Background: an optimization exercise with open tools, aiming at small area. Do not read the settings as production practice.
At most, simulation tests tie the RTL to the original design; equivalence was not proved.
Function not checked in run 1: the RTL went through the layout flow alone.
Power is estimated from default activity; no workload was simulated.

==> flow/design.v <==
module romprog_core (
    input  wire        clk,
    input  wire        rst,
    input  wire        rx_valid,
    input  wire [7:0]  rx_data,
    output wire        rx_ready,
    output wire        tx_valid,
    output wire [7:0]  tx_data,
    input  wire        tx_ready,
    output wire        flash_req_valid,
    output reg  [2:0]  flash_op,
    output wire [31:0] flash_addr,
    output wire [7:0]  flash_wdata,
    input  wire        flash_resp_valid,
    input  wire [7:0]  flash_rdata
);
    localparam [2:0] M_RX = 3'd0, M_CHK = 3'd1, M_XPREP = 3'd2, M_XREQ = 3'd3,
                     M_XPOST = 3'd4, M_XCRC = 3'd5, M_TOPEN = 3'd6, M_TBODY = 3'd7;
    localparam [1:0] D_IDLE = 2'd0, D_IN = 2'd1, D_ESC = 2'd2;
    reg  [2:0]   main;
    reg  [1:0]   dec;
    reg          tv;         
    reg  [5:0]   cnt;        
    reg  [6:0]   idx;        
    reg  [511:0] ring;
    reg  [7:0]   opc;
    reg  [7:0]   tl;         
    reg  [15:0]  A;          
    reg          hiA;        
    reg          L, Z;       
    reg  [1:0]   st;
    reg  [15:0]  C;          
    reg          p;          
    reg  [7:0]   R;          
    wire [7:0] ro = ring[511:504];         
    wire       slot_ok = (cnt == idx[5:0]);
    assign rx_ready = (main == M_RX) && ((dec == D_IDLE) || slot_ok);
    wire take  = rx_valid && rx_ready;
    wire is7E  = (rx_data == 8'h7E);
    wire is7D  = (rx_data == 8'h7D);
    wire full  = (idx == 7'd71);
    wire app   = take && !is7E && !full &&
                 (((dec == D_IN) && !is7D) || (dec == D_ESC));
    wire [7:0] v = rx_data ^ {2'b00, (dec == D_ESC), 5'b00000};
    wire [6:0] n = idx;
    wire op_ping = (opc == 8'd0), op_id = (opc == 8'd1), op_rd = (opc == 8'd2),
         op_wr = (opc == 8'd3), op_crc = (opc == 8'd4), op_er = (opc == 8'd5),
         op_chip = (opc == 8'd6);
    wire hdr_ok = (n >= 7'd3) && (tl == {1'b0, n});
    wire len_ok = ((op_ping || op_id || op_chip) && n == 7'd3) ||
                  (op_rd && n == 7'd8) || (op_wr && n >= 7'd8) ||
                  ((op_crc || op_er) && n == 7'd11);
    wire [7:0] ab   = cnt[0] ? A[7:0] : A[15:8];
    wire       b_lt = (ab < ro);
    wire       b_eq = (ab == ro);
    wire       ro_z = (ro == 8'd0);
    wire       c7   = (cnt == 6'd7), c8 = (cnt == 6'd8), c10 = (cnt == 6'd10);
    wire       cr   = op_crc || op_er;
    wire [7:0] sm  = {2'b00, A[5:0]} + {1'b0, op_rd ? ro[6:0] : n};
    wire       rw_ok  = (A[14:6] != 9'h1FF) || (sm[7:6] == 2'b00) ||
                        (op_rd ? (sm == 8'd64) : (sm[7:3] == 5'b01000));
    wire       rd_ok  = rw_ok && !ro_z;
    wire       b_ok   = L && Z && ro_z;
    wire       badlen = op_rd && (ro[7] || (ro[6] && ro[5:0] != 6'd0));
    wire       rng_ok = !hiA && (op_rd ? rd_ok : op_wr ? rw_ok : b_ok);
    wire [1:0] status = (!hdr_ok || !len_ok) ? 2'd1 :
                        badlen ? 2'd3 :
                        ((op_rd || op_wr || cr) && !rng_ok) ? 2'd2 : 2'd0;
    wire       chk_fin = (cr && hdr_ok && len_ok) ? c10 : c7;
    wire ringw  = op_rd || op_id;
    wire step_a = op_rd || op_wr || op_crc || op_er;
    wire idx_tl = (idx == tl[6:0]);
    wire done   = (op_rd || op_wr) ? idx_tl :
                  cr ? (c8 && Z && L && b_eq) :
                  op_id ? (idx == 7'd7) : (idx == 7'd4);
    assign flash_req_valid = (main == M_XREQ);
    assign flash_addr      = {16'd0, A};
    assign flash_wdata     = R;
    always @(*) begin
        case (opc[2:0])
            3'd1: flash_op = {1'b1, idx[2] & ~idx[1], idx[2] & (idx[1] ^ idx[0])};
            3'd3: flash_op = 3'd1;
            3'd5: flash_op = 3'd2;
            3'd6: flash_op = 3'd3;
            default: flash_op = 3'd0;
        endcase
    end
    wire crc_step = (main == M_XCRC);
    wire crc_d    = R[~cnt[2:0]];
    wire crc_fb   = C[15] ^ crc_d;
    wire crc_al   = (cnt[3:0] == {p, 3'b000});    
    wire [6:0] rlen = (st != 2'd0) ? 7'd4 :
                      op_ping ? 7'd11 :
                      (op_id || op_crc) ? 7'd6 :
                      op_rd ? tl[6:0] : 7'd4;
    assign tx_valid = tv;
    assign tx_data  = R;
    reg [7:0] x;
    always @(*) begin
        case (idx)
            7'd0: x = opc;
            7'd1: x = {1'b0, rlen};
            7'd2: x = 8'h00;
            7'd3: x = {6'd0, st};
            default: begin
                if (op_ping) begin
                    case (idx[2:0])
                        3'd4: x = 8'h01;
                        3'd7: x = 8'h80;
                        3'd2: x = 8'h40;
                        default: x = 8'h00;
                    endcase
                end else if (op_crc) x = idx[0] ? C[15:8] : C[7:0];
                else x = ro;
            end
        endcase
    end
    wire close   = (idx == rlen);
    wire load_ok = (op_crc && idx[2]) ? crc_al : slot_ok;
    wire R7D     = (R == 8'h7D);
    wire x_esc   = (x == 8'h7E) || (x == 8'h7D);
    reg       rwe;
    reg [7:0] rwd;
    always @(*) begin
        rwe = 1'b0;
        rwd = R;
        if (main == M_RX) begin
            rwe = app && slot_ok;
            rwd = v;
        end else if (main == M_XPOST) begin
            rwe = ringw && slot_ok;
        end
    end
    always @(posedge clk)
        ring <= {ring[503:0], rwe ? rwd : ro};
    always @(posedge clk) begin
        if (rst) cnt <= 6'd0;
        else     cnt <= cnt + 6'd1;
    end
    always @(posedge clk) begin
        if (main == M_CHK)
            C <= 16'd0;
        else
            C <= {C[14:12], C[11] ^ (crc_step & crc_fb), C[10:5],
                  C[4] ^ (crc_step & crc_fb), C[3:0], C[15] ^ (crc_step & crc_d)};
    end
    always @(posedge clk) begin
        if (rst) begin
            main <= M_RX;
            dec  <= D_IDLE;
            tv   <= 1'b0;
        end else begin
            case (main)
                M_RX: if (take) begin
                    case (dec)
                        D_IDLE: if (is7E) begin idx <= 7'd0; dec <= D_IN; end
                        D_IN: begin
                            if (is7E) begin
                                if (idx != 7'd0) begin main <= M_CHK; dec <= D_IDLE; end
                            end else if (is7D) dec <= D_ESC;
                            else if (full) begin idx <= 7'd0; dec <= D_IDLE; end
                        end
                        default: begin
                            if (is7E) begin idx <= 7'd0; dec <= D_IN; end
                            else if (full) begin idx <= 7'd0; dec <= D_IDLE; end
                            else dec <= D_IN;
                        end
                    endcase
                    if (app) begin
                        idx <= idx + 7'd1;
                        case (idx)
                            7'd0: begin opc <= v; A <= 16'd0; end
                            7'd1: tl <= v;
                            7'd2: tl[7] <= tl[7] | (v != 8'd0);
                            7'd3: A[7:0] <= v;
                            7'd4: begin A[14:8] <= v[6:0]; hiA <= v[7]; end
                            7'd5, 7'd6: hiA <= hiA | (v != 8'd0);
                            default: ;
                        endcase
                    end
                end
                M_CHK: begin
                    if (c7) begin
                        L <= b_lt;
                        Z <= ro_z;
                    end
                    if (c8) begin
                        L <= b_lt || (b_eq && L);
                        Z <= (!ro[7] || (ro == 8'h80 && Z)) &&
                             (!op_er || (Z && ro[3:0] == 4'd0 && A[11:0] == 12'd0));
                    end
                    if (cnt == 6'd9)
                        Z <= Z && ro_z;
                    if (chk_fin) begin
                        Z   <= 1'b0;
                        st  <= status;
                        p   <= 1'b0;
                        if (!op_wr) tl <= {1'b0, 7'd4 + ro[6:0]};
                        idx <= op_wr ? 7'd7 : op_rd ? 7'd4 : 7'd3;
                        main <= (status != 2'd0 || op_ping) ? M_TOPEN : M_XPREP;
                    end
                end
                M_XPREP: begin
                    if (c7) begin
                        L <= b_eq;
                        Z <= 1'b1;
                    end
                    if (done)
                        main <= M_TOPEN;
                    else if (!(op_wr && !slot_ok) && !(cr && !(c8 && Z))) begin
                        R <= op_wr ? ro : 8'd0;
                        main <= M_XREQ;
                    end
                end
                M_XREQ: if (flash_resp_valid) begin
                    Z <= 1'b0;
                    R <= flash_rdata;
                    if (step_a) A <= A + (op_er ? 16'd4096 : 16'd1);
                    main <= M_XPOST;
                end
                M_XPOST: begin
                    if (op_crc) begin
                        if (cnt[3:0] == {~p, 3'b111}) main <= M_XCRC;
                    end else if (!ringw || slot_ok) begin
                        idx <= idx + 7'd1;
                        main <= M_XPREP;
                    end
                end
                M_XCRC: if (cnt[2:0] == 3'b111) begin
                    p <= ~p;
                    main <= M_XPREP;
                end
                M_TOPEN: begin
                    if (!tv) begin
                        R  <= 8'h7E;
                        tv <= 1'b1;
                    end else if (tx_ready) begin
                        tv  <= 1'b0;
                        idx <= 7'd0;
                        main <= M_TBODY;
                    end
                end
                M_TBODY: begin
                    if (!tv) begin
                        if (close || load_ok) begin
                            R  <= close ? 8'h7E : R7D ? (x ^ 8'h20) : x_esc ? 8'h7D : x;
                            tv <= 1'b1;
                        end
                    end else if (tx_ready) begin
                        tv <= 1'b0;
                        if (close) main <= M_RX;
                        else if (!R7D) idx <= idx + 7'd1;
                    end
                end
            endcase
        end
    end
endmodule
==> flow/run.sh <==
#!/bin/bash
# synth_recipe.tcl (not shown) runs the flow's synth.tcl, then flattens the netlist and writes it again
# the make line also repeats each setting of config.mk as NAME=value (left out here)
make -C /OpenROAD-flow-scripts/flow DESIGN_CONFIG=/design/flow/config.mk WORK_HOME=/design/flow/orfs CLKGATE_MAP_FILE= SYNTH_SCRIPT=/design/flow/synth_recipe.tcl finish
==> flow/config.mk <==
export PLATFORM = sky130hd
export DESIGN_NAME = romprog_core
export DESIGN_NICKNAME = romprog_core
export VERILOG_FILES = /design/flow/design.v
export SDC_FILE = /design/flow/constraint.sdc
export NUM_CORES = 4
export LEC_CHECK = 0
export CAP_MARGIN = 20
export CORE_MARGIN = 2
export CORE_UTILIZATION = 40
export CTS_BUF_LIST = sky130_fd_sc_hd__clkbuf_8
export PLACE_DENSITY = 0.6
export SLEW_MARGIN = 20
==> flow/constraint.sdc <==
create_clock -name core_clock -period 10.0 [get_ports {clk}]
set_input_delay 2.0000 -clock core_clock [delete_from_list [all_inputs] [get_ports {clk}]]
set_output_delay 2.0000 -clock core_clock [all_outputs]
set_load 0.01 [all_outputs]
==> out/summary.txt, run 1 <==
========================================================================================================
Distinct cell type count of the synthesized netlist                                                   70
Post-synthesis instance area                                                                0.0171 sq mm
Number of global-route vias before repair                                                          10100
Hold-fix buffer count after cts                                                                        0
Effective utilization at floorplan                                                                 0.406
Pins over their slew limit                                                                             0
End of the worst hold path                                                                  ring[34]$_DFF_P_
Yosys warning total                                                                                    1
Number of levels the H-tree was split into                                                             3
Post-detailed-route DRC marker count                                                                   0
Clk root buf                                                                                    clkbuf_8
Share of cells above drive strength 1                                                              0.110
Clock skew after layout                                                                        0.0279 ns
HP Start                                                                                    ring[26]$_DFF_P_
Critical Path RT                                                                                 8.00 ns
Clock buffer count from CTS                                                                           86
Critical path class                                                                         flop to primary output
Combined global-route utilization of all metal layers                                              0.177
Core footprint                                                                              0.0421 sq mm
Clk buf depth                                                                                          3
Total die area                                                                              0.0445 sq mm
Fraction of registers with async set or reset after synthesis                                          0
Final setup violation count                                                                            0
Dominant synthesized flop cell                                                                   dfxtp_1
Final instance area                                                                         0.0200 sq mm
Actual transition at the worst max-transition pin                                                1.14 ns
ANT nets after route                                                                                   0
CTS tree                                                                                            done
Reg2Reg Setup Slack                                                                              5.42 ns
Class of the worst hold path                                                                flop to flop
Headroom to the max-slew limit                                                                     0.240
Inst Count DP                                                                                       1907
Max Freq                                                                                       0.183 GHz
Avg WL per Cell                                                                                  18.8 um
Synthesis-stage register bit count                                                                   593
Area Growth Syn to Fin                                                                             16.9%
Crit Path Max Fanout                                                                                  25
Clock latency on the worst-skew pair                                                             0.65 ns
Yosys top cell area share                                                                          0.632
Worst setup SP type                                                                                 flop
Width of the chip                                                                                 211 um
Hold slack                                                                                      0.309 ns
Clock period minus worst slack                                                                   5.45 ns
Worst reg2reg path startpoint                                                               idx[0]$_DFFE_PP_
Internal power                                                                                   3.49 mW
Switch share                                                                                       0.205
Post-synth EDFFs                                                                                      53
Synthesized area per cell                                                                     12.7 sq um
Total of cells resized after clock tree synthesis                                                      0
Worst setup EP type                                                                         primary output
Synthesized instance count                                                                          1352
Switching power                                                                                 0.897 mW
Final Hold Viols                                                                                       0
Combinational cell fraction of total power                                                         0.009
Reg power frac                                                                                     0.547
Floorplan row count                                                                                   75
Count of vias placed by the detailed router                                                        10300
Most common cell after layout, fill and taps aside                                               dfxtp_1
Die Y                                                                                             211 um
First-pass DRT Iterations                                                                              5
TritonCTS sink count                                                                                 593
DP HPWL                                                                                          26.4 mm
RSZ-0062 raised after global routing                                                                  no
IO Port Bufs                                                                                          58
Largest net degree at the start of global routing                                                     31
Commonest cells after routing, fill and taps aside                                          dfxtp_1, clkbuf_8, nand2_1
Final core utilization                                                                             0.475
Portion of total power attributed to the clock network                                             0.444
Share of the yosys chip area belonging to registers                                                0.725
Count of maximum capacitance violations                                                                0
Aggregate global routing overflow                                                                      0
Count of cells along the worst hold path                                                               0
Total Neg Setup Slack                                                                               0 ns
Biggest area contributors in the synthesized netlist                                        dfxtp_1, edfxtp_1, ha_1
First-pass GRT wire length                                                                       58.9 mm
Crit share post-route                                                                              0.545
Antenna violations before repair                                                                       1
Maximum vdd drop                                                                                  131 uV
Post-CTS clock slew at the launch and capture registers of the worst setup and hold paths        0.06 ns
Outcome                                                                                     complete, no violations
Setup repair bufs after CTS                                                                            0
Signal arrival time at the worst endpoint                                                        3.45 ns
Routability Congestion                                                                             0.947
Routed via count divided by cell count                                                              5.01
Pwr dens                                                                                     219 mW/mm^2
Reg-to-reg critical path endpoint                                                           R[0]$_DFFE_PP_
Area after detailed placement                                                               0.0182 sq mm
Number of top-level pins                                                                              75
Total length of routed wires                                                                     38.8 mm
Number of nets at the end of the flow                                                               1508
DR iter-0 viols                                                                                      690
Lkg Pwr                                                                                          7.80 nW
Depth of the worst register-to-register path                                                          10
Number of standard cells in the final layout excluding fillers                                      2059
Cell type with the highest aggregate area in the netlist                                         dfxtp_1
Filler cells                                                                                        3701
========================================================================================================
per-stage QoR:
| step | worst slack [ns] | total power, mW |
|---|---|---|
| after floorplan | 5.51 | 2.47 |
| after global placement | 5.11 | 2.49 |
| after detailed placement | 5.03 | 2.49 |
| after CTS | 4.57 | 4.46 |
| after global routing | 4.34 | 4.56 |
| final | 4.55 | 4.39 |
cell type report:
class | count | area (sq um) | area share
sequential | 593 | 12400 | 0.620
multi-input combinational | 675 | 4320 | 0.216
clock buffer | 107 | 1470 | 0.0736
timing repair buffer | 74 | 701 | 0.0350
tap | 539 | 674 | 0.0337
clock inverter | 44 | 344 | 0.0172
inverter | 26 | 97.6 | 0.00488
antenna | 1 | 2.50 | 0.000125
worst max-delay path: stages, from the launching register on:
cell             delay (ns)
dfxtp_1                0.89
inv_1                  0.52
nand3_1                0.18
buf_4                  0.29
inv_1                  0.34
clkdlybuf4s50_1        0.58
per-layer routing:
metal / vias to the layer above / GRT usage / part of all wire
met5: - / 0 / 0
met1: 4937 / 0.245 / 0.47
met4: 0 / 0.0969 / 0.044
met2: 377 / 0.250 / 0.42
li1: 4894 / - / -
met3: 102 / 0.0476 / 0.073
logic make-up (layout without fill, tap and decap cells):
family / Yosys count / count (layout) / synth area share
flops: 593 / 593 / 0.725
simple gates: 340 / 340 / 0.0990
compound gates: 216 / 216 / 0.0847
buf+inv: 99 / 251 / 0.0271
xor+xnor: 45 / 45 / 0.0230
fa+ha+maj: 31 / 31 / 0.0231
mux: 27 / 27 / 0.0181
other cells: 1 / 17 / 0.000219
synth_stat cells, drive strengths merged (7+ instances only):
master	number
clkbuf	44
a21o	9
mux2	12
o21ai	62
buf	29
nand2	93
nor4	10
nor3	35
inv	26
nand4	16
nand3	30
a21oi	34
and2	18
nand2b	15
a31oi	21
xor2	23
a2111oi	8
xnor2	22
mux2i	13
and3	16
dfxtp	540
a22oi	7
nor2b	10
a211oi	10
nor2	66
ha	30
edfxtp	53
sequential cells by signal (all words and copies together) (netlist names), 2 cells and up:
register / flops
idx: 7
st: 2
A: 16
tl: 8
ring: 512
dec: 2
opc: 8
main: 3
R: 8
cnt: 6
C: 16
how the worst max path moves through the flow:
stage,start,endpoint,slack (ns),cells past startpoint
after floorplan,rx_data[1],idx[0]$_DFFE_PP_,5.51,7
after global placement,rx_data[6],main[1]$_SDFFE_PP0P_,5.11,9
after detailed placement,rx_data[6],main[1]$_SDFFE_PP0P_,5.03,9
after CTS,main[2]$_SDFFE_PP0P_,flash_req_valid,4.57,5
after global routing,main[2]$_SDFFE_PP0P_,flash_req_valid,4.34,5
final,main[2]$_SDFFE_PP0P_,flash_req_valid,4.55,5
power by group through the flow:
stage                     Clock [mW]  Sequential [mW]  Combinational [mW]
after floorplan                    0             2.45              0.0264
after global routing            2.12             2.40              0.0435
after CTS                       2.02             2.40              0.0397
after global placement             0             2.45              0.0395
final                           1.95             2.40              0.0403
after detailed placement           0             2.45              0.0395
==> run 2, diff against run 1 <==
--- a/flow/design.v
+++ b/flow/design.v
@@ -93,13 +93,16 @@
                       op_ping ? 7'd11 :
                       (op_id || op_crc) ? 7'd6 :
                       op_rd ? tl[6:0] : 7'd4;
+    wire close  = idx_tl;
+    wire mk     = (main == M_TOPEN) || close;
+    wire R_esc  = (R == 8'h7E) || (R == 8'h7D);
     assign tx_valid = tv;
-    assign tx_data  = R;
+    assign tx_data  = mk ? 8'h7E : R_esc ? 8'h7D : R;
     reg [7:0] x;
     always @(*) begin
         case (idx)
             7'd0: x = opc;
-            7'd1: x = {1'b0, rlen};
+            7'd1: x = tl;
             7'd2: x = 8'h00;
             7'd3: x = {6'd0, st};
             default: begin
@@ -115,10 +118,7 @@
             end
         endcase
     end
-    wire close   = (idx == rlen);
     wire load_ok = (op_crc && idx[2]) ? crc_al : slot_ok;
-    wire R7D     = (R == 8'h7D);
-    wire x_esc   = (x == 8'h7E) || (x == 8'h7D);
     reg       rwe;
     reg [7:0] rwd;
     always @(*) begin
@@ -208,7 +208,7 @@
                     if (done)
                         main <= M_TOPEN;
                     else if (!(op_wr && !slot_ok) && !(cr && !(c8 && Z))) begin
-                        R <= op_wr ? ro : 8'd0;
+                        R <= op_wr ? x : 8'd0;
                         main <= M_XREQ;
                     end
                 end
@@ -232,7 +232,7 @@
                 end
                 M_TOPEN: begin
                     if (!tv) begin
-                        R  <= 8'h7E;
+                        tl <= {1'b0, rlen};
                         tv <= 1'b1;
                     end else if (tx_ready) begin
                         tv  <= 1'b0;
@@ -243,13 +243,19 @@
                 M_TBODY: begin
                     if (!tv) begin
                         if (close || load_ok) begin
-                            R  <= close ? 8'h7E : R7D ? (x ^ 8'h20) : x_esc ? 8'h7D : x;
+                            R  <= x;
                             tv <= 1'b1;
                         end
                     end else if (tx_ready) begin
-                        tv <= 1'b0;
-                        if (close) main <= M_RX;
-                        else if (!R7D) idx <= idx + 7'd1;
+                        if (close) begin
+                            tv <= 1'b0;
+                            main <= M_RX;
+                        end else if (R_esc) begin
+                            R[5] <= ~R[5];
+                        end else begin
+                            tv <= 1'b0;
+                            idx <= idx + 7'd1;
+                        end
                     end
                 end
             endcase
--- a/flow/config.mk
+++ b/flow/config.mk
@@ -8,6 +8,7 @@
 export CAP_MARGIN = 20
 export CORE_MARGIN = 2
 export CORE_UTILIZATION = 40
-export CTS_BUF_LIST = sky130_fd_sc_hd__clkbuf_8
+export CTS_CLUSTER_DIAMETER = 80
+export CTS_CLUSTER_SIZE = 30
 export PLACE_DENSITY = 0.6
 export SLEW_MARGIN = 20
==> out/summary.txt, run 2 <==
========================================================================================================
Class of the worst hold path                                                                flop to flop   unchanged
Cell type with the highest aggregate area in the netlist                                         dfxtp_1   unchanged
Pre-CTS WS                                                                                       4.38 ns   was 5.03 ns
Synthesized area per cell                                                                     13.1 sq um   was 12.7 sq um
Core footprint                                                                              0.0418 sq mm   was 0.0421 sq mm
Signal arrival time at the worst endpoint                                                        3.32 ns   was 3.45 ns
Synthesized instance count                                                                          1290   was 1352
Headroom to the max-slew limit                                                                     0.260   was 0.240
CTS tree                                                                                            done   unchanged
Worst setup EP type                                                                         primary output   unchanged
Number of flip-flops under the largest register name                                                 512   unchanged
Commonest cells after routing, fill and taps aside                                          dfxtp_1, nand2_1, nor2_1   was dfxtp_1, clkbuf_8, nand2_1
Clock latency on the worst-skew pair                                                             0.59 ns   was 0.65 ns
Count of maximum capacitance violations                                                                0   unchanged
Clock period minus worst slack                                                                   5.32 ns   was 5.45 ns
Post-CTS clock slew at the launch and capture registers of the worst setup and hold paths        0.10 ns   was 0.06 ns
Share of cells above drive strength 1                                                             0.0552   was 0.110
Final Hold Viols                                                                                       0   unchanged
Avg WL per Cell                                                                                  18.7 um   was 18.8 um
Routed via count divided by cell count                                                              4.96   was 5.01
Setup repair bufs after CTS                                                                            0   unchanged
Final instance area                                                                         0.0187 sq mm   was 0.0200 sq mm
Area Growth Syn to Fin                                                                             11.2%   was 16.9%
Actual transition at the worst max-transition pin                                                1.11 ns   was 1.14 ns
Antenna violations before repair                                                                       0   was 1
Number of levels the H-tree was split into                                                             1   was 3
Pwr dens                                                                                     197 mW/mm^2   was 219 mW/mm^2
RSZ-0062 raised after global routing                                                                  no   unchanged
Worst setup SP type                                                                                 flop   unchanged
Top flop regs                                                                               ring x512, A x16, C x16   unchanged
Largest net degree at the start of global routing                                                     31   unchanged
Aggregate global routing overflow                                                                      0   unchanged
Met3 layer wire length in the routed design                                                      2.34 mm   was 2.84 mm
Final core utilization                                                                             0.448   was 0.475
Largest stage delay on the critical path                                                         0.90 ns   was 0.89 ns
Number of top-level pins                                                                              75   unchanged
Share of the yosys chip area belonging to registers                                                0.737   was 0.725
Outcome                                                                                     complete, no violations   unchanged
Fraction of registers with async set or reset after synthesis                                          0   unchanged
Most numerous cell in the Yosys netlist                                                          dfxtp_1   unchanged
Synthesis-stage register bit count                                                                   593   unchanged
Critical Path RT                                                                                 8.00 ns   about the same
Hold-fix buffer count after cts                                                                        0   unchanged
Dominant synthesized flop cell                                                                   dfxtp_1   unchanged
Die Y                                                                                             209 um   was 211 um
Crit share post-route                                                                              0.532   was 0.545
IO Port Bufs                                                                                          58   unchanged
Diodes inserted                                                                                        0   was 1
Critical-path cell with the highest stage delay                                                 edfxtp_1   was dfxtp_1
ANT nets after route                                                                                   0   unchanged
Area after detailed placement                                                               0.0179 sq mm   was 0.0182 sq mm
Total Neg Setup Slack                                                                               0 ns   unchanged
CP Cell Sequence                                                                            xor2_1 -> nor4_1 -> and2_1 -> nor2_1 -> o21ai_0 -> clkdlybuf4s50_1   was inv_1 -> nand3_1 -> buf_4 -> inv_1 -> clkdlybuf4s50_1
Yosys top cell area share                                                                          0.642   was 0.632
Critical path class                                                                         flop to primary output   unchanged
Total of cells resized after clock tree synthesis                                                      0   unchanged
Clock buffer count from CTS                                                                           27   was 86
DR iter-0 viols                                                                                      816   was 690
Post-detailed-route DRC marker count                                                                   0   unchanged
Effective utilization at floorplan                                                                 0.403   was 0.406
Pins over their slew limit                                                                             0   unchanged
Post-synthesis instance area                                                                0.0168 sq mm   was 0.0171 sq mm
Clk root buf                                                                                   clkbuf_16   was clkbuf_8
Number of standard cells in the final layout excluding fillers                                      1880   was 2059
Clk buf depth                                                                                          3   unchanged
DP HPWL                                                                                          23.9 mm   was 26.4 mm
Lkg Pwr                                                                                          7.00 nW   was 7.80 nW
Distinct cell type count of the synthesized netlist                                                   84   was 70
Reg2Reg Setup Slack                                                                              5.43 ns   was 5.42 ns
Clock skew after layout                                                                        0.0254 ns   was 0.0279 ns
Register name with the most flops                                                                   ring   unchanged
Number of nets at the end of the flow                                                               1386   was 1508
TritonCTS sink count                                                                                 593   unchanged
Total die area                                                                              0.0437 sq mm   was 0.0445 sq mm
Floorplan row count                                                                                   75   unchanged
First-pass DRT Iterations                                                                              6   was 5
Routability Congestion                                                                             0.981   was 0.947
First-pass GRT wire length                                                                       54.4 mm   was 58.9 mm
Met2 routed wirelength                                                                           14.4 mm   was 16.1 mm
Crit Path Max Fanout                                                                                  20   was 25
Width of the chip                                                                                 209 um   was 211 um
Detailed-routing wirelength on met1                                                              17.0 mm   was 18.1 mm
Biggest area contributors in the synthesized netlist                                        dfxtp_1, edfxtp_1, ha_1   unchanged
Post-synth EDFFs                                                                                      53   unchanged
Total length of routed wires                                                                     35.1 mm   was 38.8 mm
Highest metal layer with signal wires                                                               met4   unchanged
Most common cell after layout, fill and taps aside                                               dfxtp_1   unchanged
Maximum vdd drop                                                                                  112 uV   was 131 uV
Inst Count DP                                                                                       1844   was 1907
Number of global-route vias before repair                                                           9027   was 10100
Most frequent cells after synthesis                                                         dfxtp_1, nand2_1, nor2_1   unchanged
Final setup violation count                                                                            0   unchanged
Yosys warning total                                                                                    1   unchanged
Combined global-route utilization of all metal layers                                              0.161   was 0.177
PnR Total Power                                                                                  3.69 mW   was 4.39 mW
Hold slack                                                                                      0.315 ns   was 0.309 ns
Max Freq                                                                                       0.188 GHz   was 0.183 GHz
Setup slack of the critical path after layout                                                    4.68 ns   was 4.55 ns
Count of vias placed by the detailed router                                                         9318   was 10300
========================================================================================================
run 2: cell count changes after synthesis, sizes merged, moves of 6 or more:
| cell | before | now |
|---|---|---|
| a31oi | 21 | 5 |
| and3 | 16 | 6 |
| clkbuf | 44 | 35 |
| mux2i | 13 | 22 |
| nand2b | 15 | 6 |
| nor3 | 35 | 26 |
| a222oi | 0 | 8 |
| a21o | 9 | 3 |
| a22oi | 7 | 1 |
| nor4b | 3 | 9 |
| o21a | 1 | 7 |
run 2: cell type report:
class	count	area, sq um
timing repair buffer	64	629
multi-input combinational	619	4060
tap	539	674
fill	3796	23000
inverter	29	109
sequential	593	12400
clock buffer	27	676
clock inverter	9	166
run 2: path summary, 6_finish.rpt:
kind	start	to	cells after the start
setup / recovery	idx[2]$_DFFE_PP_	tx_data[1]	6
hold / removal	ring[43]$_DFF_P_	ring[51]$_DFF_P_	0
setup reg to reg	idx[0]$_DFFE_PP_	tl[6]$_DFFE_PP_	11
hold reg to reg	ring[43]$_DFF_P_	ring[51]$_DFF_P_	0
run 2: report_power, final:
part	leakage [nW]	total, mW	internal (mW)	switching [mW]
registers	4.79	2.40	2.39	0.00407
logic	1.80	0.0372	0.0161	0.0210
clock network	0.406	1.26	0.522	0.737
run 2: per-layer routing:
metal / track usage / vias to the layer above
met5: 0 / -
met4: 0.0621 / 0
met3: 0.0281 / 64
met2: 0.233 / 324
met1: 0.240 / 4472
li1: - / 4458
run 2: cells by family after synthesis:
logic type | after synthesis | share of synthesized area
flops | 593 | 0.737
simple gates | 314 | 0.0981
compound gates | 180 | 0.0702
buf+inv | 93 | 0.0259
xor+xnor | 44 | 0.0229
mux | 34 | 0.0227
fa+ha+maj | 31 | 0.0235
other cells | 1 | 0.000223
run 2: critical path, delay by kind of cell (launching register included):
kind,cells,cell delay (ns)
and+or+nand+nor,3,1.00
xor gates and xnor gates,1,0.16
AOI/OAI and AO/OA,1,0.11
DFF,1,0.90
buffers and inverters,1,0.56
==> run 3, diff against run 2 <==
--- a/flow/config.mk
+++ b/flow/config.mk
@@ -7,8 +7,8 @@
 export LEC_CHECK = 0
 export CAP_MARGIN = 20
 export CORE_MARGIN = 2
-export CORE_UTILIZATION = 40
+export CORE_UTILIZATION = 70
 export CTS_CLUSTER_DIAMETER = 80
 export CTS_CLUSTER_SIZE = 30
-export PLACE_DENSITY = 0.6
+export PLACE_DENSITY = 0.8
 export SLEW_MARGIN = 20
==> out/summary.txt, run 3 <==
========================================================================================================
Reg2Reg Setup Slack                                                                              5.25 ns   was 5.43 ns
Number of nets at the end of the flow                                                               1380   was 1386
Number of flip-flops under the largest register name                                                 512   unchanged
End of the worst hold path                                                                  ring[458]$_DFF_P_   was ring[51]$_DFF_P_
Signal arrival time at the worst endpoint                                                        3.40 ns   was 3.32 ns
Count of cells along the worst hold path                                                               0   unchanged
Clock period minus worst slack                                                                   5.40 ns   was 5.32 ns
Die Y                                                                                             159 um   was 209 um
Most common cell after layout, fill and taps aside                                               dfxtp_1   unchanged
Count of maximum capacitance violations                                                                0   unchanged
Crit Path Max Fanout                                                                                  17   was 20
First-pass DRT Iterations                                                                              6   unchanged
Biggest area contributors in the synthesized netlist                                        dfxtp_1, edfxtp_1, ha_1   unchanged
Avg WL per Cell                                                                                  24.3 um   was 18.7 um
Lkg Pwr                                                                                          6.92 nW   was 7.00 nW
Share of cells above drive strength 1                                                             0.0487   was 0.0552
Depth of the worst register-to-register path                                                          11   unchanged
Post-CTS clock slew at the launch and capture registers of the worst setup and hold paths        0.11 ns   was 0.10 ns
Dominant synthesized flop cell                                                                   dfxtp_1   unchanged
First-pass GRT wire length                                                                       60.1 mm   was 54.4 mm
Pins over their slew limit                                                                             0   unchanged
Outcome                                                                                     complete, no violations   unchanged
Simple-gate share of the synthesized area                                                         0.0981   unchanged
HP Start                                                                                    ring[450]$_DFF_P_   was ring[43]$_DFF_P_
Actual transition at the worst max-transition pin                                                1.17 ns   was 1.11 ns
Final core utilization                                                                             0.776   was 0.448
Yosys warning total                                                                                    1   unchanged
Routed via count divided by cell count                                                              5.95   was 4.96
Met3 layer wire length in the routed design                                                      4.52 mm   was 2.34 mm
Highest metal layer with signal wires                                                               met4   unchanged
Clock buffer count from CTS                                                                           24   was 27
Fraction of registers with async set or reset after synthesis                                          0   unchanged
Adder-Cell Fraction of Synth Area                                                                 0.0235   unchanged
Routability Congestion                                                                              1.08   was 0.981
Number of top-level pins                                                                              75   unchanged
Pwr dens                                                                                     197 mW/mm^2   about the same
IO Port Bufs                                                                                          58   unchanged
Worst reg2reg path startpoint                                                               opc[4]$_DFFE_PP_   was idx[0]$_DFFE_PP_
Met2 routed wirelength                                                                           18.9 mm   was 14.4 mm
RSZ-0062 raised after global routing                                                                  no   unchanged
Largest net degree at the start of global routing                                                     32   was 31
Detailed-routing wirelength on met1                                                              15.4 mm   was 17.0 mm
Synthesized instance count                                                                          1290   unchanged
Worst setup SP type                                                                                 flop   unchanged
Final setup violation count                                                                            0   unchanged
Synthesis-stage register bit count                                                                   593   unchanged
Number of global-route vias before repair                                                           9798   was 9027
Cell type with the highest aggregate area in the netlist                                         dfxtp_1   unchanged
Critical Path RT                                                                                 8.00 ns   about the same
Area Growth Syn to Fin                                                                             8.54%   was 11.2%
Class of the worst hold path                                                                flop to flop   unchanged
Crit share post-route                                                                              0.540   was 0.532
Filler cells                                                                                        1382   was 3796
TritonCTS sink count                                                                                 593   unchanged
Post-detailed-route DRC marker count                                                                   0   unchanged
Clock latency on the worst-skew pair                                                             0.56 ns   was 0.59 ns
Aggregate global routing overflow                                                                      0   unchanged
DR iter-0 viols                                                                                     1492   was 816
Setup repair bufs after CTS                                                                            0   unchanged
Post-synthesis instance area                                                                0.0168 sq mm   unchanged
Total die area                                                                              0.0253 sq mm   was 0.0437 sq mm
Max Freq                                                                                       0.185 GHz   was 0.188 GHz
Core footprint                                                                              0.0235 sq mm   was 0.0418 sq mm
Number of levels the H-tree was split into                                                             1   unchanged
Most frequent cells after synthesis                                                         dfxtp_1, nand2_1, nor2_1   unchanged
Count of vias placed by the detailed router                                                         9859   was 9318
ANT nets after route                                                                                   0   unchanged
Total of cells resized after clock tree synthesis                                                      0   unchanged
Antenna violations before repair                                                                       1   was 0
Hold-fix buffer count after cts                                                                        0   unchanged
Total length of routed wires                                                                     40.3 mm   was 35.1 mm
Register name with the most flops                                                                   ring   unchanged
Clk root buf                                                                                   clkbuf_16   unchanged
Combined global-route utilization of all metal layers                                              0.312   was 0.161
Xor/xnor share of the synthesized area                                                            0.0229   unchanged
Commonest cells after routing, fill and taps aside                                          dfxtp_1, nand2_1, nor2_1   unchanged
Share of the yosys chip area belonging to registers                                                0.737   unchanged
DP HPWL                                                                                          25.9 mm   was 23.9 mm
Yosys top cell area share                                                                          0.642   unchanged
Reg-to-reg critical path endpoint                                                           st[1]$_DFFE_PP_   was tl[6]$_DFFE_PP_
Most numerous cell in the Yosys netlist                                                          dfxtp_1   unchanged
Clk buf depth                                                                                          3   unchanged
Width of the chip                                                                                 159 um   was 209 um
Critical path class                                                                         flop to primary output   unchanged
Final Hold Viols                                                                                       0   unchanged
Total Neg Setup Slack                                                                               0 ns   unchanged
Compound-gate portion of the synthesized area                                                     0.0702   unchanged
CTS tree                                                                                            done   unchanged
Mux contribution to synthesized area                                                              0.0227   unchanged
Distinct cell type count of the synthesized netlist                                                   84   unchanged
Effective utilization at floorplan                                                                 0.715   was 0.403
Headroom to the max-slew limit                                                                     0.219   was 0.260
Clock skew after layout                                                                        0.0182 ns   was 0.0254 ns
Top flop regs                                                                               ring x512, A x16, C x16   unchanged
Maximum vdd drop                                                                                  203 uV   was 112 uV
Combinational family with the most area after synthesis                                     simple AND/OR/NAND/NOR gates   unchanged
Synthesized area per cell                                                                     13.1 sq um   unchanged
Post-synth EDFFs                                                                                      53   unchanged
Floorplan row count                                                                                   56   was 75
Worst setup EP type                                                                         primary output   unchanged
========================================================================================================
==> run 3: cell counts after synthesis <==
Identical to the previous run, type by type.
==> run 3: stage by stage <==
| step | setup slack [ns] | hold slack (ns) | area, sq um | total power [mW] | instances |
|---|---|---|---|---|---|
| after floorplan | 5.62 | 0.310 | 16900 | 2.47 | 1305 |
| after global placement | 4.69 | 0.310 | 17600 | 2.49 | 1621 |
| after detailed placement | 4.53 | 0.312 | 17600 | 2.49 | 1621 |
| after CTS | 4.63 | 0.328 | 18300 | 3.61 | 1655 |
| after global routing | 4.48 | 0.331 | 18300 | 3.68 | 1655 |
| final | 4.60 | 0.327 | 18300 | 3.60 | 1656 |
==> run 3: cell type report <==
class                   count  area, sq um  share of cell area
inverters                  29          109             0.00596
clock inverters             4         45.0             0.00246
multi-input cells         619         4060               0.222
clock buffers              30          654              0.0358
diodes                      1         2.50            0.000137
well taps                 319          399              0.0218
repair buffers             61          603              0.0330
flip-flops and latches    593        12400               0.679
==> run 3: critical path: stages (launching register included) <==
cell	delay, ns
edfxtp_1	0.97
xor2_1	0.17
nor3_1	0.28
and2_1	0.50
nor2_1	0.18
and2_1	0.23
clkdlybuf4s50_1	0.48
==> run 3: logic make-up (layout without fill, tap and decap cells) <==
group / count (synthesis) / after routing
flops: 593 / 593
simple gates: 314 / 314
compound gates: 180 / 180
buf+inv: 93 / 124
xor+xnor: 44 / 44
mux: 34 / 34
fa+ha+maj: 31 / 31
other cells: 1 / 17
==> run 3: worst max path at each step <==
stage	end	from	cells past startpoint	slack (ns)
final	tx_data[7]	idx[0]$_DFFE_PP_	6	4.60
after global routing	tx_data[7]	idx[2]$_DFFE_PP_	6	4.48
after CTS	tx_data[7]	idx[3]$_DFFE_PP_	6	4.63
after detailed placement	tl[5]$_DFFE_PP_	rx_data[2]	8	4.53
after global placement	tl[5]$_DFFE_PP_	rx_data[2]	8	4.69
after floorplan	tl[0]$_DFFE_PP_	rx_data[6]	8	5.62
==> run 3: where the power goes <==
group	total (mW)	leakage [nW]	internal (mW)	switching (mW)
sequential	2.40	4.79	2.39	0.00429
clock	1.17	0.342	0.475	0.695
combinational	0.0373	1.79	0.0162	0.0211
total	3.60	6.92	2.88	0.721
==> run 3: routing by layer <==
layer,global-route usage,vias up
met5,0,-
met4,0.0913,0
met3,0.0740,125
met2,0.517,624
met1,0.413,4679
li1,-,4431
==> run 4, diff against run 3 <==
==> flow/flow/run.sh (new file) <==
#!/bin/bash
# Layout flow: the standard ORFS layout (standard.sh), with two changes:
#  - the port buffers are the smallest buffer cell, buf_1, instead of the one
#    buffer_ports picks by default (clkdlybuf4s50_1);
#  - clock tree synthesis clusters more sinks per buffer and inserts no dummy
#    loads.
# Each tool's full output stays in orfs/logs/ (ORFS writes one log per step);
# the make output is kept in flow_make.log.
set -euo pipefail
export BUFFER_PORTS_ARGS="-buffer_cell sky130_fd_sc_hd__buf_1"
export CTS_ARGS="-sink_clustering_enable -repair_clock_nets -dont_use_dummy_load -sink_clustering_size 30 -sink_clustering_max_diameter 80"
bash standard.sh > flow_make.log 2>&1
==> flow/standard.sh (new file) <==
#!/bin/bash
# synth_recipe.tcl (not shown) runs the flow's synth.tcl, then flattens the netlist and writes it again
# the make line also repeats each setting of config.mk as NAME=value (left out here)
make -C /OpenROAD-flow-scripts/flow DESIGN_CONFIG=/design/flow/config.mk WORK_HOME=/design/flow/orfs CLKGATE_MAP_FILE= SYNTH_SCRIPT=/design/flow/synth_recipe.tcl "${@:-finish}"
--- a/flow/config.mk
+++ b/flow/config.mk
@@ -8,7 +8,5 @@
 export CAP_MARGIN = 20
 export CORE_MARGIN = 2
 export CORE_UTILIZATION = 70
-export CTS_CLUSTER_DIAMETER = 80
-export CTS_CLUSTER_SIZE = 30
 export PLACE_DENSITY = 0.8
 export SLEW_MARGIN = 20
removed: flow/run.sh
==> out/summary.txt, run 4 <==
========================================================================================================
Most numerous cell in the Yosys netlist                                                          dfxtp_1   unchanged
Number of top-level pins                                                                              75   unchanged
Register name with the most flops                                                                   ring   unchanged
Number of global-route vias before repair                                                          10200   was 9798
Total die area                                                                              0.0253 sq mm   unchanged
Switch share                                                                                       0.198   was 0.200
Crit share post-route                                                                              0.510   was 0.540
Fraction of registers with async set or reset after synthesis                                          0   unchanged
Post-detailed-route DRC marker count                                                                   0   unchanged
Crit Path Max Fanout                                                                                  20   was 17
Reg power frac                                                                                     0.678   was 0.665
Yosys warning total                                                                                    1   unchanged
CP Cell Sequence                                                                            xor2_1 -> nor4_1 -> and2_1 -> nor2_1 -> and2_1 -> buf_1   was xor2_1 -> nor3_1 -> and2_1 -> nor2_1 -> and2_1 -> clkdlybuf4s50_1
Core footprint                                                                              0.0235 sq mm   unchanged
Top flop regs                                                                               ring x512, A x16, C x16   unchanged
Lkg Pwr                                                                                          6.73 nW   was 6.92 nW
Cell type with the highest aggregate area in the netlist                                         dfxtp_1   unchanged
DR iter-0 viols                                                                                     1612   was 1492
Combinational cell fraction of total power                                                         0.010   about the same
Depth of the worst register-to-register path                                                          11   unchanged
Class of the worst hold path                                                                flop to flop   unchanged
Biggest area contributors in the synthesized netlist                                        dfxtp_1, edfxtp_1, ha_1   unchanged
Critical Path RT                                                                                 8.00 ns   about the same
Simple-gate share of the synthesized area                                                         0.0981   unchanged
Final core utilization                                                                             0.759   was 0.776
Antenna violations before repair                                                                       5   was 1
Largest net degree at the start of global routing                                                     31   was 32
Headroom to the max-slew limit                                                                     0.264   was 0.219
Total length of routed wires                                                                     42.0 mm   was 40.3 mm
Switching power                                                                                 0.699 mW   was 0.721 mW
Count of cells along the worst hold path                                                               0   unchanged
Instance count on the critical path                                                                    6   unchanged
TritonCTS sink count                                                                                 593   unchanged
Most common cell after layout, fill and taps aside                                               dfxtp_1   unchanged
Post-CTS clock slew at the launch and capture registers of the worst setup and hold paths        0.11 ns   about the same
Clock period minus worst slack                                                                   5.10 ns   was 5.40 ns
Clock skew after layout                                                                        0.0423 ns   was 0.0182 ns
Clock latency on the worst-skew pair                                                             0.55 ns   was 0.56 ns
Commonest cells after routing, fill and taps aside                                          dfxtp_1, nand2_1, nor2_1   unchanged
Largest stage delay on the critical path                                                         0.91 ns   was 0.97 ns
First-pass DRT Iterations                                                                              7   was 6
Worst setup EP type                                                                         primary output   unchanged
Floorplan row count                                                                                   56   unchanged
Effective utilization at floorplan                                                                 0.715   unchanged
Setup repair bufs after CTS                                                                            0   unchanged
HP Start                                                                                    ring[47]$_DFF_P_   was ring[450]$_DFF_P_
Combined global-route utilization of all metal layers                                              0.331   was 0.312
Width of the chip                                                                                 159 um   unchanged
DP HPWL                                                                                          27.6 mm   was 25.9 mm
Share of cells above drive strength 1                                                             0.0488   was 0.0487
Signal arrival time at the worst endpoint                                                        3.10 ns   was 3.40 ns
Hold-fix buffer count after cts                                                                        0   unchanged
Maximum vdd drop                                                                                  204 uV   was 203 uV
Worst setup SP type                                                                                 flop   unchanged
Post-synth EDFFs                                                                                      53   unchanged
Max Freq                                                                                       0.196 GHz   was 0.185 GHz
CTS tree                                                                                            done   unchanged
Routability Congestion                                                                              1.02   was 1.08
Pwr dens                                                                                     198 mW/mm^2   was 197 mW/mm^2
Number of levels the H-tree was split into                                                             1   unchanged
Share of the yosys chip area belonging to registers                                                0.737   unchanged
Hold slack                                                                                      0.329 ns   was 0.327 ns
Worst reg2reg path startpoint                                                               opc[4]$_DFFE_PP_   unchanged
Number of nets at the end of the flow                                                               1385   was 1380
Launching element of the worst setup path                                                   idx[2]$_DFFE_PP_   was idx[0]$_DFFE_PP_
Area Growth Syn to Fin                                                                             6.06%   was 8.54%
Adder-Cell Fraction of Synth Area                                                                 0.0235   unchanged
Number of buffers and inverters on the critical path                                                   1   unchanged
Post-synthesis instance area                                                                0.0168 sq mm   unchanged
Clock buffer count from CTS                                                                           24   unchanged
Die Y                                                                                             159 um   unchanged
Clk buf depth                                                                                          3   unchanged
Combinational family with the most area after synthesis                                     simple AND/OR/NAND/NOR gates   unchanged
Synthesized area per cell                                                                     13.1 sq um   unchanged
Reg-to-reg critical path endpoint                                                           st[1]$_DFFE_PP_   unchanged
Internal power                                                                                   2.84 mW   was 2.88 mW
Xor/xnor share of the synthesized area                                                            0.0229   unchanged
Most frequent cells after synthesis                                                         dfxtp_1, nand2_1, nor2_1   unchanged
Avg WL per Cell                                                                                  25.4 um   was 24.3 um
Pins over their slew limit                                                                             0   unchanged
Aggregate global routing overflow                                                                      0   unchanged
Final Hold Viols                                                                                       0   unchanged
Critical-path cell with the highest stage delay                                                 edfxtp_1   unchanged
Total of cells resized after clock tree synthesis                                                      0   unchanged
Count of vias placed by the detailed router                                                        10100   was 9859
First-pass GRT wire length                                                                       63.0 mm   was 60.1 mm
Yosys top cell area share                                                                          0.642   unchanged
Synthesized instance count                                                                          1290   unchanged
Number of flip-flops under the largest register name                                                 512   unchanged
Mux contribution to synthesized area                                                              0.0227   unchanged
Clk root buf                                                                                   clkbuf_16   unchanged
Dominant synthesized flop cell                                                                   dfxtp_1   unchanged
End of the worst hold path                                                                  ring[55]$_DFF_P_   was ring[458]$_DFF_P_
Compound-gate portion of the synthesized area                                                     0.0702   unchanged
Most common cell on crit path                                                                     and2_1   unchanged
Distinct cell type count of the synthesized netlist                                                   84   unchanged
Actual transition at the worst max-transition pin                                                1.10 ns   was 1.17 ns
RSZ-0062 raised after global routing                                                                  no   unchanged
Critical path class                                                                         flop to primary output   unchanged
Routed via count divided by cell count                                                              6.10   was 5.95
Total Neg Setup Slack                                                                               0 ns   unchanged
ANT nets after route                                                                                   0   unchanged
Outcome                                                                                     complete, no violations   unchanged
Synthesis-stage register bit count                                                                   593   unchanged
Final setup violation count                                                                            0   unchanged
Portion of total power attributed to the clock network                                             0.313   was 0.325
Count of maximum capacitance violations                                                                0   unchanged
CP delay by family, top                                                                     simple AND/OR/NAND/NOR gates   unchanged
Reg2Reg Setup Slack                                                                              5.36 ns   was 5.25 ns
IO Port Bufs                                                                                          58   unchanged
========================================================================================================
## run 4: cell counts after synthesis
Identical to the previous run, type by type.
## run 4: how the worst max path moves through the flow
stage | to | slack, ns
after CTS | tx_data[7] | 5.00
after global placement | tl[1]$_DFFE_PP_ | 4.92
after detailed placement | tl[4]$_DFFE_PP_ | 4.81
final | tx_data[7] | 4.90
after floorplan | tl[0]$_DFFE_PP_ | 5.62
after global routing | tx_data[7] | 4.83
## run 4: cell families (layout without fill, tap and decap cells)
family	count (synthesis)	count (layout)
AOI/OAI and AO/OA	180	180
xor gates and xnor gates	44	44
adders and majority gates	31	31
buffers and inverters	93	119
DFF	593	593
muxes	34	34
other	1	19
and+or+nand+nor	314	314
## run 4: per-stage QoR
step / instances / worst slack [ns] / cell area, sq um / total power, mW
2_1_floorplan: 1305 / 5.62 / 16900 / 2.47
3_3_place_gp: 1625 / 4.92 / 17200 / 2.48
3_5_place_dp: 1625 / 4.81 / 17200 / 2.48
4_1_cts: 1649 / 5.00 / 17800 / 3.54
5_1_grt: 1650 / 4.83 / 17800 / 3.62
6_report: 1653 / 4.90 / 17900 / 3.54
## run 4: power groups by stage
stage               sequential, mW  combinational [mW]  clock (mW)
finish                        2.40              0.0342        1.11
detailed placement            2.45              0.0320           0
global placement              2.45              0.0306           0
floorplan                     2.45              0.0245           0
global route                  2.40              0.0358        1.19
CTS                           2.40              0.0326        1.11
## run 4: area by class of cell
class	instances	area, sq um
fill	1403	5690
timing repair buffer	66	275
tap	319	399
inverter	29	109
sequential	593	12400
clock buffer	24	601
antenna	3	7.51
multi-input combinational	619	4060
## run 4: layer usage
metal | wire length [um] | GRT usage
met5 | 26 | 0
met4 | 2040 | 0.145
met3 | 4360 | 0.0706
met2 | 19600 | 0.545
met1 | 16000 | 0.428
==> run 5, diff against run 4 <==
--- a/flow/design.v
+++ b/flow/design.v
@@ -30,7 +30,6 @@
     reg          L, Z;       
     reg  [1:0]   st;
     reg  [15:0]  C;          
-    reg          p;          
     reg  [7:0]   R;          
     wire [7:0] ro = ring[511:504];         
     wire       slot_ok = (cnt == idx[5:0]);
@@ -46,7 +45,7 @@
     wire op_ping = (opc == 8'd0), op_id = (opc == 8'd1), op_rd = (opc == 8'd2),
          op_wr = (opc == 8'd3), op_crc = (opc == 8'd4), op_er = (opc == 8'd5),
          op_chip = (opc == 8'd6);
-    wire hdr_ok = (n >= 7'd3) && (tl == {1'b0, n});
+    wire hdr_ok = (tl == {1'b0, n});
     wire len_ok = ((op_ping || op_id || op_chip) && n == 7'd3) ||
                   (op_rd && n == 7'd8) || (op_wr && n >= 7'd8) ||
                   ((op_crc || op_er) && n == 7'd11);
@@ -88,11 +87,12 @@
     wire crc_step = (main == M_XCRC);
     wire crc_d    = R[~cnt[2:0]];
     wire crc_fb   = C[15] ^ crc_d;
-    wire crc_al   = (cnt[3:0] == {p, 3'b000});    
+    wire crc_al   = (cnt[3:0] == {~A[0], 3'b000});    
+    wire crc_clr  = (main == M_RX) || (main == M_CHK);
+    wire       keep_tl = op_rd && (st == 2'd0);
     wire [6:0] rlen = (st != 2'd0) ? 7'd4 :
                       op_ping ? 7'd11 :
-                      (op_id || op_crc) ? 7'd6 :
-                      op_rd ? tl[6:0] : 7'd4;
+                      (op_id || op_crc) ? 7'd6 : 7'd4;
     wire close  = idx_tl;
     wire mk     = (main == M_TOPEN) || close;
     wire R_esc  = (R == 8'h7E) || (R == 8'h7D);
@@ -138,11 +138,8 @@
         else     cnt <= cnt + 6'd1;
     end
     always @(posedge clk) begin
-        if (main == M_CHK)
-            C <= 16'd0;
-        else
-            C <= {C[14:12], C[11] ^ (crc_step & crc_fb), C[10:5],
-                  C[4] ^ (crc_step & crc_fb), C[3:0], C[15] ^ (crc_step & crc_d)};
+        C <= {C[14:12], C[11] ^ (crc_step & crc_fb), C[10:5],
+              C[4] ^ (crc_step & crc_fb), C[3:0], (C[15] & ~crc_clr) ^ (crc_step & crc_d)};
     end
     always @(posedge clk) begin
         if (rst) begin
@@ -194,7 +191,6 @@
                     if (chk_fin) begin
                         Z   <= 1'b0;
                         st  <= status;
-                        p   <= 1'b0;
                         if (!op_wr) tl <= {1'b0, 7'd4 + ro[6:0]};
                         idx <= op_wr ? 7'd7 : op_rd ? 7'd4 : 7'd3;
                         main <= (status != 2'd0 || op_ping) ? M_TOPEN : M_XPREP;
@@ -220,19 +216,18 @@
                 end
                 M_XPOST: begin
                     if (op_crc) begin
-                        if (cnt[3:0] == {~p, 3'b111}) main <= M_XCRC;
+                        if (cnt[3:0] == {~A[0], 3'b111}) main <= M_XCRC;
                     end else if (!ringw || slot_ok) begin
                         idx <= idx + 7'd1;
                         main <= M_XPREP;
                     end
                 end
                 M_XCRC: if (cnt[2:0] == 3'b111) begin
-                    p <= ~p;
                     main <= M_XPREP;
                 end
                 M_TOPEN: begin
                     if (!tv) begin
-                        tl <= {1'b0, rlen};
+                        if (!keep_tl) tl <= {1'b0, rlen};
                         tv <= 1'b1;
                     end else if (tx_ready) begin
                         tv  <= 1'b0;
==> flow/flow/run.sh (replaced) <==
#!/bin/bash
# Layout flow: the standard ORFS layout (standard.sh), with two changes:
#  - the port buffers are the smallest buffer cell, buf_1, instead of the one
#    buffer_ports picks by default (clkdlybuf4s50_1);
#  - clock tree synthesis clusters more sinks per buffer and inserts no dummy
#    loads;
#  - global routing recovers power (RECOVER_POWER): gates on paths with slack
#    are sized down, which also makes them smaller.
# Each tool's full output stays in orfs/logs/ (ORFS writes one log per step);
# the make output is kept in flow_make.log.
set -euo pipefail
export BUFFER_PORTS_ARGS="-buffer_cell sky130_fd_sc_hd__buf_1"
export CTS_ARGS="-sink_clustering_enable -repair_clock_nets -dont_use_dummy_load -sink_clustering_size 30 -sink_clustering_max_diameter 80"
export RECOVER_POWER=100
bash standard.sh > flow_make.log 2>&1
--- a/flow/config.mk
+++ b/flow/config.mk
@@ -7,6 +7,6 @@
 export LEC_CHECK = 0
 export CAP_MARGIN = 20
 export CORE_MARGIN = 2
-export CORE_UTILIZATION = 70
-export PLACE_DENSITY = 0.8
+export CORE_UTILIZATION = 60
+export PLACE_DENSITY = 0.75
 export SLEW_MARGIN = 20
==> out/summary.txt, run 5 <==
========================================================================================================
Die Y                                                                                             170 um   was 159 um
Effective utilization at floorplan                                                                 0.613   was 0.715
Crit Path Max Fanout                                                                                  15   was 20
Internal power                                                                                   2.83 mW   was 2.84 mW
TritonCTS sink count                                                                                 592   was 593
Number of nets at the end of the flow                                                               1353   was 1385
Headroom to the max-slew limit                                                                   -0.0849   was 0.264
First-pass GRT wire length                                                                       50.1 mm   was 63.0 mm
Combined global-route utilization of all metal layers                                              0.228   was 0.331
Aggregate global routing overflow                                                                      0   unchanged
Fraction of registers with async set or reset after synthesis                                          0   unchanged
Critical Path RT                                                                                 8.00 ns   about the same
Clock latency on the worst-skew pair                                                             0.57 ns   was 0.55 ns
Critical-path cell with the highest stage delay                                                 clkbuf_1   was edfxtp_1
DP HPWL                                                                                          23.2 mm   was 27.6 mm
Actual transition at the worst max-transition pin                                                1.61 ns   was 1.10 ns
Number of global-route vias before repair                                                           8833   was 10200
First-pass DRT Iterations                                                                              8   was 7
Setup repair bufs after CTS                                                                            0   unchanged
Number of buffers and inverters on the critical path                                                   2   was 1
Clock buffer count from CTS                                                                           24   unchanged
Synthesized area per cell                                                                     13.3 sq um   was 13.1 sq um
Mux contribution to synthesized area                                                              0.0201   was 0.0227
Distinct cell type count of the synthesized netlist                                                   79   was 84
Yosys warning total                                                                                    1   unchanged
Number of flip-flops under the largest register name                                                 512   unchanged
Clock skew after layout                                                                        0.0410 ns   was 0.0423 ns
Most frequent cells after synthesis                                                         dfxtp_1, nand2_1, nor2_1   unchanged
Yosys top cell area share                                                                          0.651   was 0.642
Share of cells above drive strength 1                                                             0.0416   was 0.0488
Post-synth EDFFs                                                                                      52   was 53
Combinational cell fraction of total power                                                         0.009   was 0.010
Filler cells                                                                                        2041   was 1403
CP delay by family, top                                                                     buffers and inverters   was simple AND/OR/NAND/NOR gates
Commonest cells after routing, fill and taps aside                                          dfxtp_1, nand2_1, nor2_1   unchanged
Crit share post-route                                                                              0.552   was 0.510
Pins over their slew limit                                                                            17   was 0
CP Cell Sequence                                                                            clkbuf_1 -> xor2_1 -> nor3_1 -> nand2_1 -> o21ai_0 -> or2_2 -> buf_1   was xor2_1 -> nor4_1 -> and2_1 -> nor2_1 -> and2_1 -> buf_1
CTS tree                                                                                            done   unchanged
Adder-Cell Fraction of Synth Area                                                                 0.0238   was 0.0235
Total length of routed wires                                                                     33.1 mm   was 42.0 mm
Outcome                                                                                     complete, but fails checks   was complete, no violations
Core footprint                                                                              0.0271 sq mm   was 0.0235 sq mm
Clk root buf                                                                                   clkbuf_16   unchanged
Switch share                                                                                       0.189   was 0.198
Final setup violation count                                                                            0   unchanged
Top flop regs                                                                               ring x512, A x16, C x16   unchanged
Worst setup EP type                                                                         primary output   unchanged
Most common cell after layout, fill and taps aside                                               dfxtp_1   unchanged
Total of cells resized after clock tree synthesis                                                      0   unchanged
Total die area                                                                              0.0290 sq mm   was 0.0253 sq mm
Area taken by flip-flops and latches                                                        0.0124 sq mm   about the same
DR iter-0 viols                                                                                      881   was 1612
Xor/xnor share of the synthesized area                                                            0.0221   was 0.0229
Hold-fix buffer count after cts                                                                        0   unchanged
Class of the worst hold path                                                                flop to flop   unchanged
Synthesis-stage register bit count                                                                   592   was 593
Combinational family with the most area after synthesis                                     simple AND/OR/NAND/NOR gates   unchanged
Count of maximum capacitance violations                                                                1   was 0
Maximum vdd drop                                                                                  140 uV   was 204 uV
Most numerous cell in the Yosys netlist                                                          dfxtp_1   unchanged
Cell type with the highest aggregate area in the netlist                                         dfxtp_1   unchanged
Post-CTS clock slew at the launch and capture registers of the worst setup and hold paths        0.11 ns   about the same
Compound-gate portion of the synthesized area                                                     0.0766   was 0.0702
RSZ-0062 raised after global routing                                                                  no   unchanged
Multi-input combinational cell area                                                         0.00389 sq mm   was 0.00406 sq mm
Post-synthesis instance area                                                                0.0166 sq mm   was 0.0168 sq mm
Worst setup SP type                                                                                 flop   unchanged
Dominant synthesized flop cell                                                                   dfxtp_1   unchanged
Lkg Pwr                                                                                          6.65 nW   was 6.73 nW
Antenna violations before repair                                                                       0   was 5
Portion of total power attributed to the clock network                                             0.306   was 0.313
Share of the yosys chip area belonging to registers                                                0.744   was 0.737
Area Growth Syn to Fin                                                                             6.37%   was 6.06%
Routed via count divided by cell count                                                              5.51   was 6.10
Clk buf depth                                                                                          3   unchanged
Avg WL per Cell                                                                                  19.8 um   was 25.4 um
Switching power                                                                                 0.661 mW   was 0.699 mW
Biggest area contributors in the synthesized netlist                                        dfxtp_1, edfxtp_1, ha_1   unchanged
PnR Total Power                                                                                  3.49 mW   was 3.54 mW
Set of violated layout checks                                                               capacitance limit, slew limit
Pwr dens                                                                                     198 mW/mm^2   about the same
Routability Congestion                                                                             0.979   was 1.02
Total Neg Setup Slack                                                                               0 ns   unchanged
Number of levels the H-tree was split into                                                             1   unchanged
Max Freq                                                                                       0.181 GHz   was 0.196 GHz
Simple-gate share of the synthesized area                                                         0.0892   was 0.0981
Width of the chip                                                                                 170 um   was 159 um
Largest net degree at the start of global routing                                                     31   unchanged
Clock period minus worst slack                                                                   5.52 ns   was 5.10 ns
Floorplan row count                                                                                   60   was 56
Reg power frac                                                                                     0.685   was 0.678
Critical path class                                                                         flop to primary output   unchanged
Count of vias placed by the detailed router                                                         9217   was 10100
Signal arrival time at the worst endpoint                                                        3.52 ns   was 3.10 ns
ANT nets after route                                                                                   0   unchanged
Register name with the most flops                                                                   ring   unchanged
Largest stage delay on the critical path                                                         0.87 ns   was 0.91 ns
IO Port Bufs                                                                                          58   unchanged
Synthesized instance count                                                                          1252   was 1290
Final Hold Viols                                                                                       0   unchanged
Post-detailed-route DRC marker count                                                                   0   unchanged
Number of top-level pins                                                                              75   unchanged
========================================================================================================
run 5: cell families after synthesis:
logic type	Yosys count
AND/OR/NAND/NOR	287
adder cells (fa/ha/maj)	31
buffers and inverters	82
multiplexers	30
AO/OA/AOI/OAI	187
XOR/XNOR	42
flip-flops	592
other	1
run 5: final timing paths:
path	slack [ns]	to	start	cells past startpoint
setup / recovery	4.48	tx_data[3]	idx[0]$_DFFE_PP_	7
hold / removal	0.30	ring[174]$_DFF_P_	ring[166]$_DFF_P_	0
setup reg to reg	5.54	idx[6]$_DFFE_PP_	idx[0]$_DFFE_PP_	8
hold reg to reg	0.30	ring[174]$_DFF_P_	ring[166]$_DFF_P_	0
run 5: per-layer routing:
metal / GRT usage / vias up / wire (um)
met5: 0 / - / 0
met4: 0.0873 / 0 / 1200
met3: 0.0335 / 71 / 2390
met2: 0.339 / 362 / 14000
met1: 0.339 / 4408 / 15400
li1: - / 4376 / -
run 5: area by class of cell:
| type | count | share of cell area |
|---|---|---|
| sequential | 592 | 0.700 |
| multi-input combinational | 593 | 0.220 |
| clock buffer | 24 | 0.0340 |
| tap | 372 | 0.0263 |
| timing repair buffer | 65 | 0.0144 |
| inverter | 25 | 0.00531 |
| antenna | 1 | 0.000142 |
run 5: power groups by stage:
stage	registers [mW]	logic [mW]	clock network, mW
3_5_place_dp	2.45	0.0320	0
2_1_floorplan	2.44	0.0262	0
4_1_cts	2.39	0.0323	1.09
6_report	2.39	0.0320	1.07
3_3_place_gp	2.45	0.0319	0
5_1_grt	2.39	0.0351	1.18
run 5: stage by stage:
stage | std cells | cell area [sq um] | hold WS, ns | util | setup WS [ns]
final | 1672 | 17700 | 0.303 | 0.652 | 4.48
after global routing | 1671 | 17700 | 0.315 | 0.652 | 4.29
after CTS | 1671 | 17700 | 0.312 | 0.654 | 4.93
after detailed placement | 1647 | 17100 | 0.312 | 0.632 | 4.86
after global placement | 1647 | 17100 | 0.310 | 0.632 | 4.91
after floorplan | 1267 | 16700 | 0.310 | - | 5.79
run 5: worst reg2reg max path, delay by kind of cell, from the launching register on:
kind,cells,cell delay (ns)
AND/OR/NAND/NOR,5,1.93
buffers and inverters,1,0.87
adder cells (fa/ha/maj),1,0.61
multiplexers,1,0.34
flip-flops,1,0.33
==> run 6, diff against run 5 <==
==> flow/flow/run.sh (replaced) <==
#!/bin/bash
# Layout flow: the standard ORFS layout (standard.sh), with two changes:
#  - the port buffers are the smallest buffer cell, buf_1, instead of the one
#    buffer_ports picks by default (clkdlybuf4s50_1);
#  - clock tree synthesis clusters more sinks per buffer and inserts no dummy
#    loads.
# Each tool's full output stays in orfs/logs/ (ORFS writes one log per step);
# the make output is kept in flow_make.log.
set -euo pipefail
export BUFFER_PORTS_ARGS="-buffer_cell sky130_fd_sc_hd__buf_1"
export CTS_ARGS="-sink_clustering_enable -repair_clock_nets -dont_use_dummy_load -sink_clustering_size 30 -sink_clustering_max_diameter 80"
bash standard.sh > flow_make.log 2>&1
==> out/summary.txt, run 6 <==
============================================================================
Class of the worst hold path                                    flop to flop   unchanged
Share of the yosys chip area belonging to registers                    0.744   unchanged
Crit share post-route                                                  0.512   was 0.552
Largest stage delay on the critical path                             0.60 ns   was 0.87 ns
Fraction of met1 tracks used by global routing                         0.339   unchanged
Depth of the worst register-to-register path                              11   was 8
Reg-to-reg critical path endpoint                               main[2]$_SDFFE_PP0P_   was idx[6]$_DFFE_PP_
Synthesis-stage register bit count                                       592   unchanged
ANT nets after route                                                       0   unchanged
CP delay by family, top                                         simple AND/OR/NAND/NOR gates   was buffers and inverters
CP Cell Sequence                                                xor2_1 -> nor4_1 -> nand2_1 -> o21ai_1 -> or2_2 -> buf_1   was clkbuf_1 -> xor2_1 -> nor3_1 -> nand2_1 -> o21ai_0 -> or2_2 -> buf_1
Clock skew after layout                                            0.0390 ns   was 0.0410 ns
Worst setup EP type                                             primary output   unchanged
Floorplan row count                                                       60   unchanged
First-pass DRT Iterations                                                  7   was 8
Critical Path RT                                                     8.00 ns   about the same
Clock buffer count from CTS                                               24   unchanged
Area Growth Syn to Fin                                                 6.66%   was 6.37%
Total of cells resized after clock tree synthesis                          0   unchanged
First-pass GRT wire length                                           50.1 mm   unchanged
Most frequent cells after synthesis                             dfxtp_1, nand2_1, nor2_1   unchanged
Count of maximum capacitance violations                                    0   was 1
Yosys warning total                                                        1   unchanged
Area after detailed placement                                   0.0171 sq mm   unchanged
Number of top-level pins                                                  75   unchanged
Number of levels the H-tree was split into                                 1   unchanged
Synthesized instance count                                              1252   unchanged
Cell type with the highest aggregate area in the netlist             dfxtp_1   unchanged
Total Neg Setup Slack                                                   0 ns   unchanged
Clk buf depth                                                              3   unchanged
HP Start                                                        ring[166]$_DFF_P_   unchanged
Combined global-route utilization of all metal layers                  0.228   unchanged
Clk root buf                                                       clkbuf_16   unchanged
Outcome                                                         complete, no violations   was complete, but fails checks
Number of flip-flops under the largest register name                     512   unchanged
Pins over their slew limit                                                 0   was 17
Final instance area                                             0.0177 sq mm   about the same
Effective utilization at floorplan                                     0.613   unchanged
Headroom to the max-slew limit                                         0.281   was -0.0849
DR iter-0 viols                                                          776   was 881
Pwr dens                                                         197 mW/mm^2   was 198 mW/mm^2
Yosys top cell area share                                              0.651   unchanged
Aggregate global routing overflow                                          0   unchanged
Total length of routed wires                                         33.0 mm   was 33.1 mm
DP HPWL                                                              23.2 mm   unchanged
TritonCTS sink count                                                     592   unchanged
Top flop regs                                                   ring x512, A x16, C x16   unchanged
Worst reg2reg path startpoint                                   opc[2]$_DFFE_PP_   was idx[0]$_DFFE_PP_
Fraction of registers with async set or reset after synthesis              0   unchanged
Pre-CTS WS                                                           4.86 ns   unchanged
Commonest cells after routing, fill and taps aside              dfxtp_1, nand2_1, nor2_1   unchanged
Crit Path Max Fanout                                                      10   was 15
Critical-path cell with the highest stage delay                     edfxtp_1   was clkbuf_1
Actual transition at the worst max-transition pin                    1.07 ns   was 1.61 ns
Setup slack of the critical path after layout                        4.88 ns   was 4.48 ns
Number of buffers and inverters on the critical path                       1   was 2
Critical path class                                             flop to primary output   unchanged
Count of vias placed by the detailed router                             9220   was 9217
End of the worst hold path                                      ring[174]$_DFF_P_   unchanged
Final core utilization                                                 0.654   was 0.652
Routability Congestion                                                 0.979   unchanged
Final setup violation count                                                0   unchanged
IO Port Bufs                                                              58   unchanged
Dominant synthesized flop cell                                       dfxtp_1   unchanged
Max Freq                                                           0.195 GHz   was 0.181 GHz
Setup repair bufs after CTS                                                0   unchanged
Register name with the most flops                                       ring   unchanged
Share of cells above drive strength 1                                 0.0493   was 0.0416
Core footprint                                                  0.0271 sq mm   unchanged
Maximum vdd drop                                                      141 uV   was 140 uV
Clock period minus worst slack                                       5.12 ns   was 5.52 ns
============================================================================
==> run 6: power breakdown <==
| group | switching, mW | internal [mW] |
|---|---|---|
| combinational | 0.0205 | 0.0122 |
| clock | 0.635 | 0.432 |
| sequential | 0.00500 | 2.39 |
==> run 6: worst max-delay path by stage <==
stage / slack (ns) / to / cells after the start / startpoint
final: 4.88 / tx_data[2] / 6 / idx[4]$_DFFE_PP_
after global routing: 4.73 / tx_data[2] / 6 / idx[4]$_DFFE_PP_
after CTS: 4.93 / tx_data[2] / 6 / idx[4]$_DFFE_PP_
after global placement: 4.91 / idx[4]$_DFFE_PP_ / 6 / rx_data[2]
after floorplan: 5.79 / idx[0]$_DFFE_PP_ / 5 / rx_data[3]
after detailed placement: 4.86 / idx[1]$_DFFE_PP_ / 6 / rx_data[2]
==> run 6: metrics by stage <==
step | power, mW | hold WS [ns]
after floorplan | 2.47 | 0.310
after global placement | 2.48 | 0.310
after detailed placement | 2.48 | 0.312
after CTS | 3.52 | 0.312
after global routing | 3.61 | 0.315
final | 3.49 | 0.307
==> run 6: cell families after synthesis <==
| family | synth area share |
|---|---|
| flip-flops | 0.744 |
| XOR/XNOR | 0.0221 |
| other | 0.000226 |
| buffers and inverters | 0.0234 |
| adder cells (fa/ha/maj) | 0.0238 |
| AO/OA/AOI/OAI | 0.0766 |
| AND/OR/NAND/NOR | 0.0892 |
| multiplexers | 0.0201 |
==> run 6: final cells by class <==
type / instances / area, sq um
inverter: 25 / 93.8
multi-input combinational: 593 / 3920
tap: 372 / 465
fill: 2030 / 9380
clock buffer: 24 / 601
sequential: 592 / 12400
antenna: 1 / 2.50
timing repair buffer: 65 / 270
==> run 6: routing by layer <==
layer  wire length (um)  part of all wire
met5                  0                 0
met4               1230             0.037
met3               2740             0.083
met2              14000              0.42
met1              15100              0.46
